From an optimization exercise on the open Yosys and OpenROAD flow, aimed at small area, a short achievable clock period and few clock cycles; shortcuts taken in it are not production practice. Function was checked by simulation only, so behaviour that the tests miss may differ from the original. Power is estimated from default activity; no workload was simulated.

[flow/config.mk]
export PLATFORM = sky130hd
export DESIGN_NAME = megacode_core
export DESIGN_NICKNAME = megacode_core
export VERILOG_FILES = /design/flow/design.v
export SDC_FILE = /design/flow/constraint.sdc
export NUM_CORES = 4
export LEC_CHECK = 0
export CAP_MARGIN = 20
export CORE_MARGIN = 2
export CORE_UTILIZATION = 40
export PLACE_DENSITY = 0.6
export SLEW_MARGIN = 20
[flow/constraint.sdc]
create_clock -name core_clock -period 17.0 [get_ports {clk}]
set_input_delay 3.4000 -clock core_clock [delete_from_list [all_inputs] [get_ports {clk}]]
set_output_delay 3.4000 -clock core_clock [all_outputs]
set_load 0.01 [all_outputs]
[flow/design.v]
module megacode_core (
    input  wire        clk,
    input  wire        rst,         
    input  wire [31:0] cmd_data,
    input  wire        cmd_valid,
    output wire        cmd_ready,
    output reg  [63:0] rec_data,
    output reg         rec_valid,
    input  wire        rec_ready
);
    localparam IW = 20;
    localparam [IW-1:0] IDX_MAX = {IW{1'b1}};
    localparam [2:0] S_IDLE  = 3'd0,
                     S_E1    = 3'd1,    
                     S_E2    = 3'd2,    
                     S_CALC  = 3'd3,    
                     S_GROUP = 3'd4,    
                     S_BDREC = 3'd5,    
                     S_DIAG  = 3'd6,    
                     S_DONE  = 3'd7;    
    localparam [1:0] CTX_RUN = 2'd0, CTX_E1 = 2'd1, CTX_E2 = 2'd2;
    reg [31:0] cw;
    reg        cv;
    reg        crdy;
    reg        d_sample, d_nz;          
    reg        rst_r, rcmd_r;           
    assign cmd_ready = crdy;
    reg [14:0] t11, t15;
    reg [16:0] t45, t75;
    reg [17:0] t105, t108;    
    reg        tex;           
    reg [2:0]  ck;
    reg [4:0]  cs;
    reg        cfirst;        
    reg        dflt;          
    localparam [23:0] RATE_DEFAULT = 24'd24000;
    reg        crb;           
    reg [IW-1:0] idx;
    reg          above;
    reg          bv, ev;
    reg [IW-1:0] sb;          
    reg [IW-1:0] sp;          
    reg [IW-1:0] gl;          
    reg [18:0]   tg_cnt;
    reg [22:0]   vbits;       
    reg          failed;
    reg          add_pend;
    reg [18:0]   fall_cnt;    
    reg [18:0]   pulse_cnt, group_cnt;
    reg [14:0]   cand_cnt, value_cnt;
    reg [1:0]    fault;       
    reg [2:0]    state;
    reg [1:0]    ctx;
    reg [2:0]    diag_id;
    reg          tol;         
    reg          f_brk, f15, f45, f75, f105;
    reg  [2:0]   fstep;       
    wire c_reset   = (cw == 32'h1000_0000);
    wire c_setrate = (cw[31:24] == 8'h20) && (cw[23:0] != 24'd0);
    wire c_sample  = d_sample;
    wire c_end     = (cw == 32'h4000_0000);
    wire s_gt = !cw[15] && cw[14] && d_nz;      
    wire s_lt = cw[15] || !cw[14];              
    wire run_ok   = (fault == 2'd0);
    reg  idx_max;                       
    wire plain    = c_sample && run_ok && !idx_max;
    wire idle     = (state == S_IDLE);
    wire rec_st   = state[2];
    wire proc     = cv && ((plain && (idle || state == S_GROUP || state == S_BDREC)) ||
                           (idle && !rec_valid));
    wire do_samp  = proc && plain;
    wire rise     = do_samp && !above && s_gt;
    wire fall     = do_samp && above && s_lt;
    wire other    = proc && !plain;     
    wire ld       = rec_st && !rec_valid && !rst_r;    
    wire reset_all = rst_r || rcmd_r;
    wire [IW-1:0] g   = gl;
    wire [15:0]   tmd = {1'b0, t11} - sb[15:0];
    wire pxd_le = (sb[19:15] == 5'd0) && !tmd[15];                    
    wire pxd_lt = pxd_le && (tmd != 16'd0);                            
    wire pbit    = vbits[0];
    wire bd_bit  = pbit ? f45 : f75;
    wire bd_fail = pbit ? (!f15 || f75) : (!f45 || f105);
    wire emit_run = rise && bv && !tol;
    wire emit_e1  = (state == S_E1) && (fstep == 3'd0) && bv && ev;
    wire emit_p   = emit_run || emit_e1;
    wire tg_nz    = (tg_cnt != 19'd0);
    wire tg_close = emit_p && tg_nz && f_brk;
    wire tg_add   = emit_p && !tg_close;
    wire cand24   = (tg_cnt == 19'd24);
    wire gdone    = ld && ((state == S_GROUP && !cand24) || state == S_BDREC);
    reg [19:0] diag_count;
    always @(*) begin
        case (diag_id)
            3'd0:    diag_count = {fall_cnt, above};
            3'd1:    diag_count = {1'b0, pulse_cnt};
            3'd2:    diag_count = {1'b0, group_cnt};
            3'd3:    diag_count = {5'd0, cand_cnt};
            default: diag_count = {5'd0, value_cnt};
        endcase
    end
    function [2:0] after(input [1:0] c);
        case (c)
            CTX_RUN: after = S_IDLE;
            CTX_E1:  after = S_E2;
            default: after = S_DIAG;
        endcase
    endfunction
    reg [6:0] kval;
    always @(*) begin
        case (ck)
            3'd0:    kval = 7'd108;
            3'd1:    kval = 7'd15;
            3'd2:    kval = 7'd45;
            3'd3:    kval = 7'd75;
            default: kval = 7'd105;
        endcase
    end
    reg         clast;    
    wire [13:0] cr = cfirst ? 14'd0 : sp[13:0];    
    wire [17:0] cq = gl[17:0];                     
    wire [6:0]  kq = sb[6:0];                      
    wire [6:0]  cadd  = crb ? kq : 7'd0;
    wire [15:0] cu    = {1'b0, cr, 1'b0} + cadd;
    wire [15:0] cu_1  = {1'b0, cr, 1'b0} + cadd - 16'd10000;
    wire [15:0] cu_2  = {1'b0, cr, 1'b0} + cadd - 16'd20000;
    wire        cu1   = !cu_1[15];
    wire        cu2   = !cu_2[15];
    wire [15:0] cr2   = cu2 ? cu_2 : (cu1 ? cu_1 : cu);
    wire [17:0] cqi   = cq + 1'b1;
    wire [17:0] cqn   = {(cu2 ? cqi[16:0] : cq[16:0]), cu1 && !cu2};
    reg [2:0] nstate;
    wire      ld_direct;              
    wire      rv_next = ld || ld_direct || (rec_valid && !rec_ready);
    wire      maybe_sample = cmd_data[29] && cmd_data[28];
    always @(posedge clk) begin
        if (!(state == S_CALC || (cv && (!proc || c_setrate)))) begin
            cw       <= cmd_data;
            d_sample <= (cmd_data[31:16] == 16'h3000);
            d_nz     <= (cmd_data[13:0] != 14'd0);
        end
        if (rst) cv <= 1'b0;
        else if (crdy) cv <= cmd_valid;
        else if (proc) cv <= 1'b0;
    end
    always @(posedge clk) begin
        rst_r  <= rst;
        rcmd_r <= !rst && other && c_reset;
    end
    always @(posedge clk) begin
        if (rst) crdy <= 1'b0;
        else crdy <= (nstate == S_IDLE) && !rv_next && !reset_all
                     && !(t11_small && fstep_next != 3'd0)
                     && !(crdy && cmd_valid && !maybe_sample)
                     && !(cv && !proc);
    end
    always @(posedge clk) begin
        tol   <= (rise && !bv) || emit_run ? (t11 != 15'd0) :
                 (do_samp ? pxd_lt : pxd_le);
        fstep <= reset_all ? 3'd0 : fstep_next;
        case (fstep)
            3'd1: f_brk <= fcmp;
            3'd2: f15   <= fcmp;
            3'd3: f45   <= fcmp;
            3'd4: f75   <= fcmp;
            3'd5: f105  <= fcmp;
            default: ;
        endcase
    end
    wire       b_set      = rise && (!bv || !tol);
    wire [2:0] fstep_next = b_set ? 3'd1 : ((fstep == 3'd0 || fstep == 3'd5) ? 3'd0 : fstep + 1'b1);
    wire       t11_small  = (t11 < 15'd6);
    reg [17:0] fthr;
    always @(*) begin
        case (fstep)
            3'd1:    fthr = t108;
            3'd2:    fthr = {3'd0, t15};
            3'd3:    fthr = {1'b0, t45};
            3'd4:    fthr = {1'b0, t75};
            default: fthr = t105;
        endcase
    end
    wire [20:0] fdif = {1'b0, g} - {3'b0, fthr} - ((fstep == 3'd1 && tex) ? 21'd0 : 21'd1);
    wire        fcmp = !fdif[20];
    always @(*) begin
        nstate = state;
        case (state)
            S_IDLE: begin
                if (other && run_ok && !c_reset) begin
                    if (c_setrate && idx == {IW{1'b0}}) nstate = S_CALC;
                    else if (c_end) nstate = S_E1;
                end else if (emit_run && tg_close) begin
                    nstate = S_GROUP;
                end
            end
            S_E1:    if (fstep == 3'd0) nstate = tg_close ? S_GROUP : S_E2;
            S_E2:    nstate = tg_nz ? S_GROUP : S_DIAG;
            S_CALC:  if (ck == 3'd5 && clast) nstate = S_IDLE;
            S_GROUP: if (ld) nstate = cand24 ? S_BDREC : after(ctx);
            S_BDREC: if (ld) nstate = after(ctx);
            S_DIAG:  if (ld && diag_id == 3'd4) nstate = S_DONE;
            default: if (ld) nstate = S_IDLE;    
        endcase
    end
    wire f_ovf  = other && run_ok && c_sample;                      
    wire f_ill  = other && run_ok && !c_sample && !c_reset && !c_end &&
                  !(c_setrate && idx == {IW{1'b0}});
    wire f_done = other && !run_ok && c_end;
    assign ld_direct = f_ovf || f_ill || f_done;
    always @(posedge clk) begin
        if (rst || rst_r) rec_valid <= 1'b0;
        else              rec_valid <= rv_next;
    end
    always @(posedge clk) begin
        if (f_ovf)
            rec_data <= {4'hF, 4'd2, 24'd0, 12'd0, IDX_MAX};
        else if (f_ill)
            rec_data <= {4'hF, 4'd3, 24'd0, cw};
        else if (f_done)
            rec_data <= {4'h5, 57'd0, fault, 1'b0};
        else if (ld) begin
            case (state)
                S_GROUP: rec_data <= {4'h3, 28'd0, 13'd0, tg_cnt};
                S_BDREC: rec_data <= failed ? {4'h2, 23'd0, vbits[4:0], 17'd0, cand_cnt}
                                            : {4'h1, 13'd0, vbits, 1'b1, vbits};
                S_DIAG:  rec_data <= {4'h4, 1'b0, diag_id, 24'd0, 12'd0, diag_count};
                default: rec_data <= {4'h5, 60'd0};
            endcase
        end
    end
    wire [23:0] rsrc = (dflt && state == S_CALC) ? RATE_DEFAULT : cw[23:0];
    always @(posedge clk) begin
        if (reset_all)
            crb <= RATE_DEFAULT[23];
        else
            crb <= rsrc[5'd23 - (state == S_CALC ? (clast ? 5'd0 : cs + 1'b1) : 5'd0)];
        if (reset_all || (state == S_IDLE && nstate == S_CALC)) begin
            dflt <= reset_all;
            ck <= 3'd0;
            cs <= 5'd0;
            clast <= 1'b0;
            cfirst <= 1'b1;
        end else if (state == S_CALC) begin
            cfirst <= clast;
            if (cfirst && ck == 3'd2) tex <= (sp[13:0] == 14'd0);
            if (clast) begin
                case (ck)
                    3'd0:    t11  <= cqn[14:0];
                    3'd1:    t108 <= cqn;
                    3'd2:    t15  <= cqn[14:0];
                    3'd3:    t45  <= cqn[16:0];
                    3'd4:    t75  <= cqn[16:0];
                    default: t105 <= cqn;
                endcase
                cs <= 5'd0;
                ck <= ck + 1'b1;
                clast <= 1'b0;
            end else begin
                cs <= cs + 1'b1;
                clast <= (cs == 5'd22);
            end
        end
    end
    always @(posedge clk) begin
        if (reset_all) begin
            idx_max   <= 1'b0;
            idx       <= {IW{1'b0}};
            above     <= 1'b0;
            bv        <= 1'b0;
            ev        <= 1'b0;
            tg_cnt    <= 19'd0;
            add_pend  <= 1'b0;
            fall_cnt  <= 19'd0;
            pulse_cnt <= 19'd0;
            group_cnt <= 19'd0;
            cand_cnt  <= 15'd0;
            value_cnt <= 15'd0;
            fault     <= 2'd0;
            state     <= S_CALC;
            gl        <= {IW{1'b0}};
            sb[6:0]   <= 7'd11;
            ctx       <= CTX_RUN;
            diag_id   <= 3'd0;
        end else begin
            state <= nstate;
            if (f_ovf) fault[0] <= 1'b1;
            if (f_ill) fault[1] <= 1'b1;
            if (do_samp) begin
                idx     <= idx + 1'b1;
                idx_max <= (idx == IDX_MAX - 1'b1);
            end
            if (state == S_IDLE && nstate == S_CALC) begin
                gl       <= {IW{1'b0}};
                sb[6:0]  <= 7'd11;
            end else if (state == S_CALC) begin
                sp[13:0] <= cr2[13:0];
                if (clast) begin
                    gl      <= {IW{1'b0}};
                    sb[6:0] <= kval;
                end else begin
                    gl[17:0] <= cqn;
                end
            end
            if (rise) above <= 1'b1;
            if (fall) begin
                above    <= 1'b0;
                fall_cnt <= fall_cnt + 1'b1;
            end
            if (do_samp) begin
                sb <= sb + 1'b1;
                sp <= sp + 1'b1;
            end
            if (rise) begin
                if (!bv) begin
                    bv <= 1'b1;
                    sb <= {{(IW-1){1'b0}}, 1'b1};
                    gl <= sp;
                end else if (!tol) begin
                    sb <= {{(IW-1){1'b0}}, 1'b1};
                    gl <= sb;
                    ev <= 1'b0;
                end
            end
            if (fall && bv) begin
                if (tol) ev <= 1'b1;
                else begin bv <= 1'b0; ev <= 1'b0; end
            end
            if (emit_p) pulse_cnt <= pulse_cnt + 1'b1;
            if (emit_run) sp <= sb + 1'b1;
            if (tg_add) begin
                tg_cnt <= tg_cnt + 1'b1;
                if (!tg_nz) begin
                    vbits  <= 23'd1;
                    failed <= 1'b0;
                end else if (!failed && tg_cnt < 19'd24) begin
                    if (bd_fail) begin
                        failed     <= 1'b1;
                        vbits[4:0] <= tg_cnt[4:0];
                    end else begin
                        vbits <= {vbits[21:0], bd_bit};
                    end
                end
            end
            if (tg_close) begin
                add_pend <= 1'b1;
                ctx      <= emit_run ? CTX_RUN : CTX_E1;
            end
            if (state == S_E2 && tg_nz) begin
                add_pend <= 1'b0;
                ctx      <= CTX_E2;
            end
            if (ld && state == S_GROUP) group_cnt <= group_cnt + 1'b1;
            if (ld && state == S_BDREC) begin
                cand_cnt <= cand_cnt + 1'b1;
                if (!failed) value_cnt <= value_cnt + 1'b1;
            end
            if (gdone) begin
                if (add_pend) begin
                    tg_cnt <= 19'd1;
                    vbits  <= 23'd1;
                    failed <= 1'b0;
                end else begin
                    tg_cnt <= 19'd0;
                end
                add_pend <= 1'b0;
            end
            if (ld && state == S_DIAG) diag_id <= diag_id + 1'b1;
            if (ld && state == S_DONE) begin
                idx       <= {IW{1'b0}};
                idx_max   <= 1'b0;
                above     <= 1'b0;
                bv        <= 1'b0;
                ev        <= 1'b0;
                tg_cnt    <= 19'd0;
                fall_cnt  <= 19'd0;
                pulse_cnt <= 19'd0;
                group_cnt <= 19'd0;
                cand_cnt  <= 15'd0;
                value_cnt <= 15'd0;
                diag_id   <= 3'd0;
            end
        end
    end
endmodule
[flow/flow/run.sh]
#!/bin/bash
# Standard ORFS layout, with repair_timing aiming well below the 17 ns clock
# (the setup margin) and plain buf_2 cells as the port buffers.
set -euo pipefail
bash standard.sh SETUP_SLACK_MARGIN=12.5 "BUFFER_PORTS_ARGS=-buffer_cell sky130_fd_sc_hd__buf_2" finish > flow_make.log 2>&1
[flow/standard.sh]
#!/bin/bash
# synth_recipe.tcl (not shown) runs the flow's synth.tcl, then flattens the netlist and writes it again
# the make line also repeats each setting of config.mk as NAME=value (left out here)
make -C /OpenROAD-flow-scripts/flow DESIGN_CONFIG=/design/flow/config.mk WORK_HOME=/design/flow/orfs CLKGATE_MAP_FILE= SYNTH_SCRIPT=/design/flow/synth_recipe.tcl "${@:-finish}"
==> flow_summary.ini, run 1 <==
[sta]
drv_slew = 0
fmax_mhz = 223
min_period_ns = 4.49
rsz0062_at_grt = true
hold_violations = 0
slew_headroom = 0.306
finalCritPeriodShare = 0.264
setup_viol = 0
skew_ns = 0.0183
fin_tns_setup_ns = 0
worstMarginPinSlew_ns = 1.04
hold_ws_ns = 0.446

[power]
power_frac_comb = 0.227
pwr-share-seq = 0.442
internal-power_mw = 2.19
p_leak_nw = 9.75
p_switching_mw = 1.10
clockPowerShare = 0.331
vdd_drop_max_mv = 0.0918
p_sw_frac = 0.334
power.density_nw_per_um2 = 124

[yosys]
yosys.area.top_type_share = 0.254
syn_avg_cell_area_um2 = 9.17
synth_top_area_cell = edfxtp_1
postSynthRegisterBits = 440
ys_warn_count = 1
ys_top_cells_by_area = edfxtp_1 25%, dfxtp_1 21%, nor2_1 4.9%
synth_cells = 2557
async_reset_ff_frac = 0
yosys.cell_count.top_type = nor2_1
ys.flop_type = dfxtp_1
synth.top_cells.by_count = 304 x nor2_1, 252 x nand2_1, 242 x dfxtp_1
synth_edf_count = 198
yosysSeqAreaShare = 0.460
synth_area_um2 = 23400
synth_cell_types = 86

[place]
dpl.cell_count = 3313
portBuffers = 91
place_congestion = 0.941
hpwl_mm = 52.9
place_area_um2 = 24600

[die]
dieArea_um2 = 60600
die_y_um = 246
die-width_um = 246
initial_core_util = 0.405
pin_count = 102
core_area_um2 = 57800
rows = 88

[critical_path]
path_delay_family = flip-flops
cp_cell_sequence = buf_6
arrival_ns = 1.09
path_buf_inv = 1
required_ns = 13.60
cp_slowest_cell = dfxtp_2
path_class = flop to primary output
slowest_delay_ns = 0.38
start_kind = flop
endpoint_kind = primary output
path_max_fanout = 2

[drt]
drt-total-wl_mm = 72.4
drt_pass1_iterations = 11
drt_iter0_markers = 1914
vias = 19900
routedWlPerCell_um = 21.2
vias_per_cell = 5.83
drc = 0
ant_nets = 0

[global_routing]
grt_usage = 0.236
grt_max_degree = 95
antenna_found_initial = 3
grt_pass1_vias = 19000
grt_pass1_wl_mm = 111
grt_overflow_total = 0

[clock_network]
cts_buffers = 48
htree_num_levels = 2
cts_root_buf = clkbuf_16
clk_latency_ns = 0.60
ctsHoldBuffers = 0
cts_tree = done
clk_pin_slew_ns = 0.06
clockBufferDepth = 3
clock_sinks = 440

[cells_and_area]
synthToLayoutAreaGrowth_pct = 13.3
drive_gt1_frac = 0.117
fin_cells = 3413
post-route-cell-area_um2 = 26600
nets = 2736
antenna_cells = 0

[worst_hold_path]
hold_class = flop to flop

[run_status]
outcome = finished clean

[job]
max_cap_violations = 0
sequential cells by signal, summed over array words and instances (netlist names), 5 cells and up:
signal	flops
cand_cnt	15
cs	5
cw	32
fall_cnt	19
gl	20
group_cnt	19
idx	20
pulse_cnt	19
rec_data	54
sb	20
sp	20
t105	18
t108	18
t11	15
t15	15
t45	17
t75	17
tg_cnt	19
value_cnt	15
vbits	23
final cells by class:
| class | instances | area (um2) |
|---|---|---|
| Sequential cell | 440 | 10900 |
| Tap cell | 765 | 957 |
| Inverter | 113 | 424 |
| Timing Repair Buffer | 133 | 898 |
| Fill cell | 5620 | 31300 |
| Clock buffer | 71 | 1410 |
| Clock inverter | 18 | 220 |
| Multi-Input combinational cell | 1873 | 11800 |
worst paths after layout:
path                start  cells after the start      endpoint  slack [ns]
max          rec_data[26]                      1  rec_data[26]       12.51
min reg2reg  rec_data[63]                      2  rec_data[63]        0.45
min          rec_data[63]                      2  rec_data[63]        0.45
max reg2reg      fstep[0]                     21           f45       12.76
metal layers:
layer	track usage	share of wire
met1	0.298	0.41
met2	0.405	0.49
met3	0.0368	0.064
met4	0.0875	0.036
met5	0	0
per-stage QoR:
step | worst slack, ns | util | total power, mW
floorplan | 12.60 | - | 1.86
global placement | 12.24 | 0.425 | 2.16
detailed placement | 12.17 | 0.426 | 2.17
CTS | 12.49 | 0.458 | 3.29
global route | 12.46 | 0.459 | 3.43
finish | 12.51 | 0.459 | 3.29
power by group through the flow:
stage / Combinational [mW] / Sequential, mW / Clock, mW
2_1_floorplan: 0.501 / 1.36 / 0
3_3_place_gp: 0.698 / 1.46 / 0
3_5_place_dp: 0.709 / 1.46 / 0
4_1_cts: 0.739 / 1.45 / 1.11
5_1_grt: 0.823 / 1.47 / 1.14
6_report: 0.748 / 1.46 / 1.09
placed cells by master, fill, tap and decap left out, drive strengths merged, types with 11 or more instances in the layout:
master,n
and4,13
nand4,40
inv,115
xnor2,80
and3,58
nor2b,22
and2,22
a21oi,131
or2,19
ha,89
a211oi,11
xor2,105
nor4,39
a222oi,32
clkbuf,71
nor3,52
nand2b,12
dfxtp,242
a22oi,84
a221oi,17
o21ai,149
nor2,304
edfxtp,198
or3,22
nand2,252
mux2i,12
buf,133
nand3,107
o21a,18
a31oi,38
a21o,12
a21boi,11
cells by family after synthesis:
kind of cell             Yosys count  synth area share
AO/OA/AOI/OAI                    578             0.166
other                              1          0.000160
AND/OR/NAND/NOR                  991             0.203
flip-flops                       440             0.460
multiplexers                      18           0.00897
buffers and inverters            253            0.0436
adder cells (fa/ha/maj)           91            0.0492
XOR/XNOR                         185            0.0691
what timing repair did:
action | in CTS | in global routing
pin swaps | 3 | 2
setup endpoints to repair | 138 | 140
gates resized for setup | 48 | 23
setup buffers | 11 | 0
Testbench counts, summed over its fixed seeds: cycles 1,080,735.
==> run 2: changes to the inputs <==
==> flow/flow/run.sh (replaced) <==
#!/bin/bash
# Standard ORFS layout, with repair_timing aiming well below the 17 ns clock
# (the setup margin), plain buf_2 cells as the port buffers, and a clock tree
# of clkbuf_16 cells over clusters of up to 20 flip-flops.
set -euo pipefail
bash standard.sh SETUP_SLACK_MARGIN=12.5 \
  "BUFFER_PORTS_ARGS=-buffer_cell sky130_fd_sc_hd__buf_2" \
  CTS_CLUSTER_SIZE=20 CTS_CLUSTER_DIAMETER=400 CTS_BUF_LIST=sky130_fd_sc_hd__clkbuf_16 \
  finish > flow_make.log 2>&1
==> run 2 against run 1 <==
Still clean. Clock power down 42%. Sequential power hardly changed. Sequential share of layout area increased by 1.5 points. Synthesized cell count unchanged. Critical path type unchanged. Critical endpoint is now rec_data[2]. Largest cell class unchanged.
==> flow_summary.ini, run 2 <==
[critical_path]
r2r-start = fstep[1]
path_delay_family = flip-flops
path_max_fanout = 2
cp_cell_sequence = buf_6
path_buf_inv = 1
path_class = flop to primary output
endpoint_kind = primary output
arrival_ns = 1.08
crit_start = rec_data[2]
cp_slowest_cell = dfxtp_4
slowest_delay_ns = 0.37
start_kind = flop
required_ns = 13.60

[power]
power.density_nw_per_um2 = 110
vdd_drop_max_mv = 0.0898
internal-power_mw = 1.82
pwr-share-seq = 0.514
p_switching_mw = 1.01
p_leak_nw = 9.37
p_sw_frac = 0.357
power_frac_comb = 0.264
finalPower_mw = 2.83
clockPowerShare = 0.222

[drt]
ant_nets = 0
routedWlPerCell_um = 21.2
vias = 19600
drt_pass1_iterations = 13
drt-total-wl_mm = 71.4
drc = 0
vias_per_cell = 5.84
drt_iter0_markers = 1709

[cells_and_area]
top_register = rec_data
synthToLayoutAreaGrowth_pct = 9.40
largest_reg_flops = 54
nets = 2710
drive_gt1_frac = 0.103
antenna_cells = 0
final_common_cell = nor2_1
fin_cells = 3365
reg.largest.list = rec_data: 54 flops, cw: 32 flops, vbits: 23 flops
mostFrequentLayoutCells = 302 x nor2_1, 252 x nand2_1, 203 x dfxtp_1

[clock_network]
ctsHoldBuffers = 0
cts_tree = done
htree_num_levels = 1
clk_latency_ns = 0.59
clk_pin_slew_ns = 0.09
clockBufferDepth = 3
cts_buffers = 25
clock_sinks = 440
cts_root_buf = clkbuf_16

[die]
initial_core_util = 0.405
dieArea_um2 = 60600
core_area_um2 = 57800
pin_count = 102
rows = 88
die_y_um = 246
die-width_um = 246

[yosys]
ys_warn_count = 1
synth_cells = 2557
yosysSeqAreaShare = 0.460
syn_avg_cell_area_um2 = 9.17
ys_top_cells_by_area = edfxtp_1 25%, dfxtp_1 21%, nor2_1 4.9%
synth_cell_types = 86
postSynthRegisterBits = 440
yosys.cell_count.top_type = nor2_1
async_reset_ff_frac = 0
yosys.area.top_type_share = 0.254
synth_area_um2 = 23400
ys.flop_type = dfxtp_1
synth_top_area_cell = edfxtp_1
synth_edf_count = 198
synth.top_cells.by_count = 304 x nor2_1, 252 x nand2_1, 242 x dfxtp_1

[place]
place_congestion = 0.941
portBuffers = 91
dpl.cell_count = 3313
hpwl_mm = 52.9
place_ws_ns = 12.17

[global_routing]
grt_pass1_wl_mm = 109
grt_max_degree = 95
grt_pass1_vias = 18800
grt_overflow_total = 0
antenna_found_initial = 1
grt_usage = 0.232

[sta]
hold_violations = 0
finalCritPeriodShare = 0.264
skew_ns = 0.0226
setup_slack_ns = 12.52
rsz0062_at_grt = true
worstMarginPinSlew_ns = 1.13
fmax_mhz = 223
min_period_ns = 4.48
drv_slew = 0
fin_tns_setup_ns = 0
slew_headroom = 0.241
setup_viol = 0

[run_status]
outcome = finished clean

[job]
max_cap_violations = 0

[worst_hold_path]
hold_class = flop to flop
worstHoldStart = rec_data[32]
## run 2: area by class of cell
type / instances / area, um2
clock buffers: 25 / 626
clock inverters: 19 / 76.3
fillers: 5696 / 32200
inverters: 113 / 424
multi-input cells: 1873 / 11800
flip-flops and latches: 440 / 10900
well taps: 765 / 957
repair buffers: 130 / 893
## run 2: per-stage QoR
stage	utilization	hold WS, ns	cell area (um2)
5_1_grt	0.444	0.467	25600
2_1_floorplan	-	0.424	23500
3_5_place_dp	0.426	0.441	24600
6_report	0.444	0.453	25600
3_3_place_gp	0.425	0.430	24600
4_1_cts	0.442	0.453	25500
## run 2: kinds of logic after synthesis
| group | count (synthesis) | synth area share |
|---|---|---|
| flip-flops | 440 | 0.460 |
| multiplexers | 18 | 0.00897 |
| XOR/XNOR | 185 | 0.0691 |
| AND/OR/NAND/NOR | 991 | 0.203 |
| other | 1 | 0.000160 |
| AO/OA/AOI/OAI | 578 | 0.166 |
| adder cells (fa/ha/maj) | 91 | 0.0492 |
| buffers and inverters | 253 | 0.0436 |
## run 2: path summary, 6_finish.rpt
check	end	slack, ns	cells past startpoint
worst max-delay path	rec_data[2]	12.52	1
worst min-delay path	rec_data[32]	0.45	2
worst max register to register	f105	12.74	21
worst min register to register	rec_data[32]	0.45	2
## run 2: timing repair
item | in CTS | in global routing
hold endpoints to repair | 0 | 0
gates resized for setup | 51 | 31
pin swaps | 3 | 2
endpoints found under the setup margin | 146 | 117
setup buffers | 8 | 0
## run 2: routing by layer
layer,vias up,routed length [um],global-route usage
met3,166,4600,0.0369
met2,670,33900,0.392
met4,0,3330,0.0998
met5,-,0,0
li1,9277,-,-
met1,9527,29500,0.292
## run 2: power groups by stage
stage / Sequential, mW / Combinational (mW) / Clock [mW]
final: 1.45 / 0.748 / 0.627
after global placement: 1.46 / 0.698 / 0
after detailed placement: 1.46 / 0.709 / 0
after floorplan: 1.36 / 0.501 / 0
after CTS: 1.44 / 0.737 / 0.643
after global routing: 1.47 / 0.821 / 0.677
==> run 3: changes to the inputs <==
==> flow/flow/run.sh (replaced) <==
#!/bin/bash
# Standard ORFS layout, with repair_timing aiming well below the 17 ns clock
# (the setup margin), plain buf_2 cells as the port buffers, and a clock tree
# of clkbuf_16 cells over clusters of up to 25 flip-flops.
set -euo pipefail
bash standard.sh SETUP_SLACK_MARGIN=12.5 \
  "BUFFER_PORTS_ARGS=-buffer_cell sky130_fd_sc_hd__buf_2" \
  CTS_CLUSTER_SIZE=25 CTS_CLUSTER_DIAMETER=100 CTS_BUF_LIST=sky130_fd_sc_hd__clkbuf_16 \
  finish > flow_make.log 2>&1
==> run 3 against run 2 <==
Combinational power shrank 0.7%. Sequential cell count is the same. Synthesized cell count is the same. Worst setup slack gained 0.0054 ns. Highest routed layer unchanged.
==> flow_summary.ini, run 3 <==
[run_status]
outcome = finished clean

[sta]
slew_headroom = 0.256
fin_tns_setup_ns = 0
worstMarginPinSlew_ns = 1.11
drv_slew = 0
hold_ws_ns = 0.455
fmax_mhz = 223
rsz0062_at_grt = false
hold_violations = 0
min_period_ns = 4.48
skew_ns = 0.0358
finalCritPeriodShare = 0.263
setup_slack_ns = 12.52
setup_viol = 0

[critical_path]
slowest_delay_ns = 0.38
r2r-start = fstep[0]
arrival_ns = 1.08
path_delay_family = flip-flops
cp_cell_sequence = buf_2
path_class = flop to primary output
reg2regPathDepth = 21
required_ns = 13.60
endpoint_kind = primary output
worstSetupPathDepth = 1
path_max_fanout = 2
start_kind = flop
cp_slowest_cell = dfxtp_4
r2r_end = f105
reg2reg_slack_ns = 12.75
path_buf_inv = 1

[global_routing]
grt_pass1_vias = 18700
top_usage_layer = met2
use_met2 = 0.392
grt_overflow_total = 0
grt_usage = 0.231
antenna_found_initial = 1
grt_max_degree = 95
met1_usage = 0.289
met3_usage = 0.0436
grt_pass1_wl_mm = 109

[yosys]
syn_avg_cell_area_um2 = 9.17
yosys.cell_count.top_type = nor2_1
synth_top_area_cell = edfxtp_1
yosysSeqAreaShare = 0.460
async_reset_ff_frac = 0
synth.top_cells.by_count = 304 x nor2_1, 252 x nand2_1, 242 x dfxtp_1
synth_area_um2 = 23400
yosys.area.top_type_share = 0.254
ys_top_cells_by_area = edfxtp_1 25%, dfxtp_1 21%, nor2_1 4.9%
postSynthRegisterBits = 440
synth_cell_types = 86
synth_edf_count = 198
synth_cells = 2557
ys_warn_count = 1
ys.flop_type = dfxtp_1

[die]
pin_count = 102
rows = 88
dieArea_um2 = 60600
die_y_um = 246
core_area_um2 = 57800
die-width_um = 246
initial_core_util = 0.405

[power]
p_leak_nw = 9.33
internal-power_mw = 1.80
p_switching_mw = 1.01
pwr-share-seq = 0.517
power_frac_comb = 0.265
finalPower_mw = 2.81
p_sw_frac = 0.360
clockPowerShare = 0.218
vdd_drop_max_mv = 0.0851
power.density_nw_per_um2 = 110

[cells_and_area]
post-route-cell-area_um2 = 25500
antenna_cells = 0
fin_cells = 3362
nets = 2708
fillCellCount = 5694
fin_util = 0.442
mostFrequentLayoutCells = 302 x nor2_1, 252 x nand2_1, 210 x dfxtp_1
largest_reg_flops = 54
drive_gt1_frac = 0.102
reg.largest.list = rec_data: 54 flops, cw: 32 flops, vbits: 23 flops
final_common_cell = nor2_1
top_register = rec_data
synthToLayoutAreaGrowth_pct = 8.97

[clock_network]
htree_num_levels = 1
clockBufferDepth = 3
clock_sinks = 440
clk_latency_ns = 0.59
cts_tree = done
clk_pin_slew_ns = 0.10
cts_root_buf = clkbuf_16
cts_buffers = 22

[drt]
drt_pass1_iterations = 7
drt_iter0_markers = 1956
vias_per_cell = 5.81
routedWlPerCell_um = 21.3
ant_nets = 0
vias = 19500
drt-total-wl_mm = 71.5
drc = 0

[place]
hpwl_mm = 52.9
place_ws_ns = 12.17
portBuffers = 91
place_congestion = 0.941
place_area_um2 = 24600
dpl.cell_count = 3313

[worst_hold_path]
holdPathStages = 2
hold_class = flop to flop
worstHoldStart = rec_data[32]
min_to = rec_data[32]

[job]
max_cap_violations = 0
run 3: worst min-delay path, delay by kind of cell (launching register included):
family | cells | cell delay (ns)
AOI/OAI and AO/OA | 1 | 0.05
DFF | 1 | 0.34
and+or+nand+nor | 1 | 0.04
run 3: layer usage:
layer	vias to the layer above	wire, um
li1	9266	-
met4	0	3020
met1	9480	29400
met5	-	0
met3	145	4840
met2	626	34200
run 3: area by class of cell:
type	instances	area (um2)	share of cell area
Timing Repair Buffer	131	845	0.0331
Clock buffer	23	576	0.0225
Tap cell	765	957	0.0375
Clock inverter	17	88.8	0.00348
Sequential cell	440	10800	0.425
Inverter	113	424	0.0166
Multi-Input combinational cell	1873	11800	0.462
run 3: kinds of logic after synthesis:
kind of cell	after synthesis	share of synthesized area
adder cells (fa/ha/maj)	91	0.0492
multiplexers	18	0.00897
AO/OA/AOI/OAI	578	0.166
buffers and inverters	253	0.0436
XOR/XNOR	185	0.0691
AND/OR/NAND/NOR	991	0.203
flip-flops	440	0.460
other	1	0.000160
run 3: worst max-delay path by stage:
stage                   endpoint    startpoint
floorplan                   crdy  cmd_data[29]
global placement        d_sample  cmd_data[27]
detailed placement         gl[1]        cfirst
CTS                 rec_data[12]  rec_data[12]
global route        rec_data[29]  rec_data[29]
finish              rec_data[28]  rec_data[28]
run 3: what timing repair did:
item,4_1_cts,5_1_grt
gates resized for setup,32,29
setup buffers,9,0
hold buffers,0,0
setup endpoints to repair,132,141
pin swaps,3,2
run 3: power by group through the flow:
| stage | Sequential [mW] | Combinational (mW) | Clock (mW) |
|---|---|---|---|
| final | 1.45 | 0.743 | 0.613 |
| after global routing | 1.46 | 0.817 | 0.662 |
| after CTS | 1.44 | 0.733 | 0.630 |
| after detailed placement | 1.46 | 0.709 | 0 |
| after global placement | 1.46 | 0.698 | 0 |
| after floorplan | 1.36 | 0.501 | 0 |

-- port drivers added, routing unchanged --
The flow's constraints put no driver on any port. The routed layouts listed below were extracted and timed again, unchanged, in two steps. Step 1: set_driving_cell puts a clkbuf_16 on clk and a buf_2 on each other input, an assumption about the parent block. Step 2, shift: input delay + t, output delay - t, t = (earliest + latest rising clock arrival at the registers) / 2. This alone moves slack from input paths to output paths. Slacks: ideal / step 1 / step 2; pairs: ideal / step 1.
| run | t, ns | slack for setup (ns) | clock arrival spread, ns |
|---|---|---|---|
| run 1 | 0.654 | 12.511 / 12.450 / 12.143 | 0.018 / 0.018 |
| run 2 | 0.642 | 12.518 / 12.459 / 12.061 | 0.023 / 0.022 |
| run 3 | 0.631 | 12.523 / 12.463 / 12.085 | 0.037 / 0.037 |
After both steps every run listed still meets setup and hold. The setup slack of run 2, which loses most, moves by -0.059 ns with the drivers and by -0.457 ns with both steps.
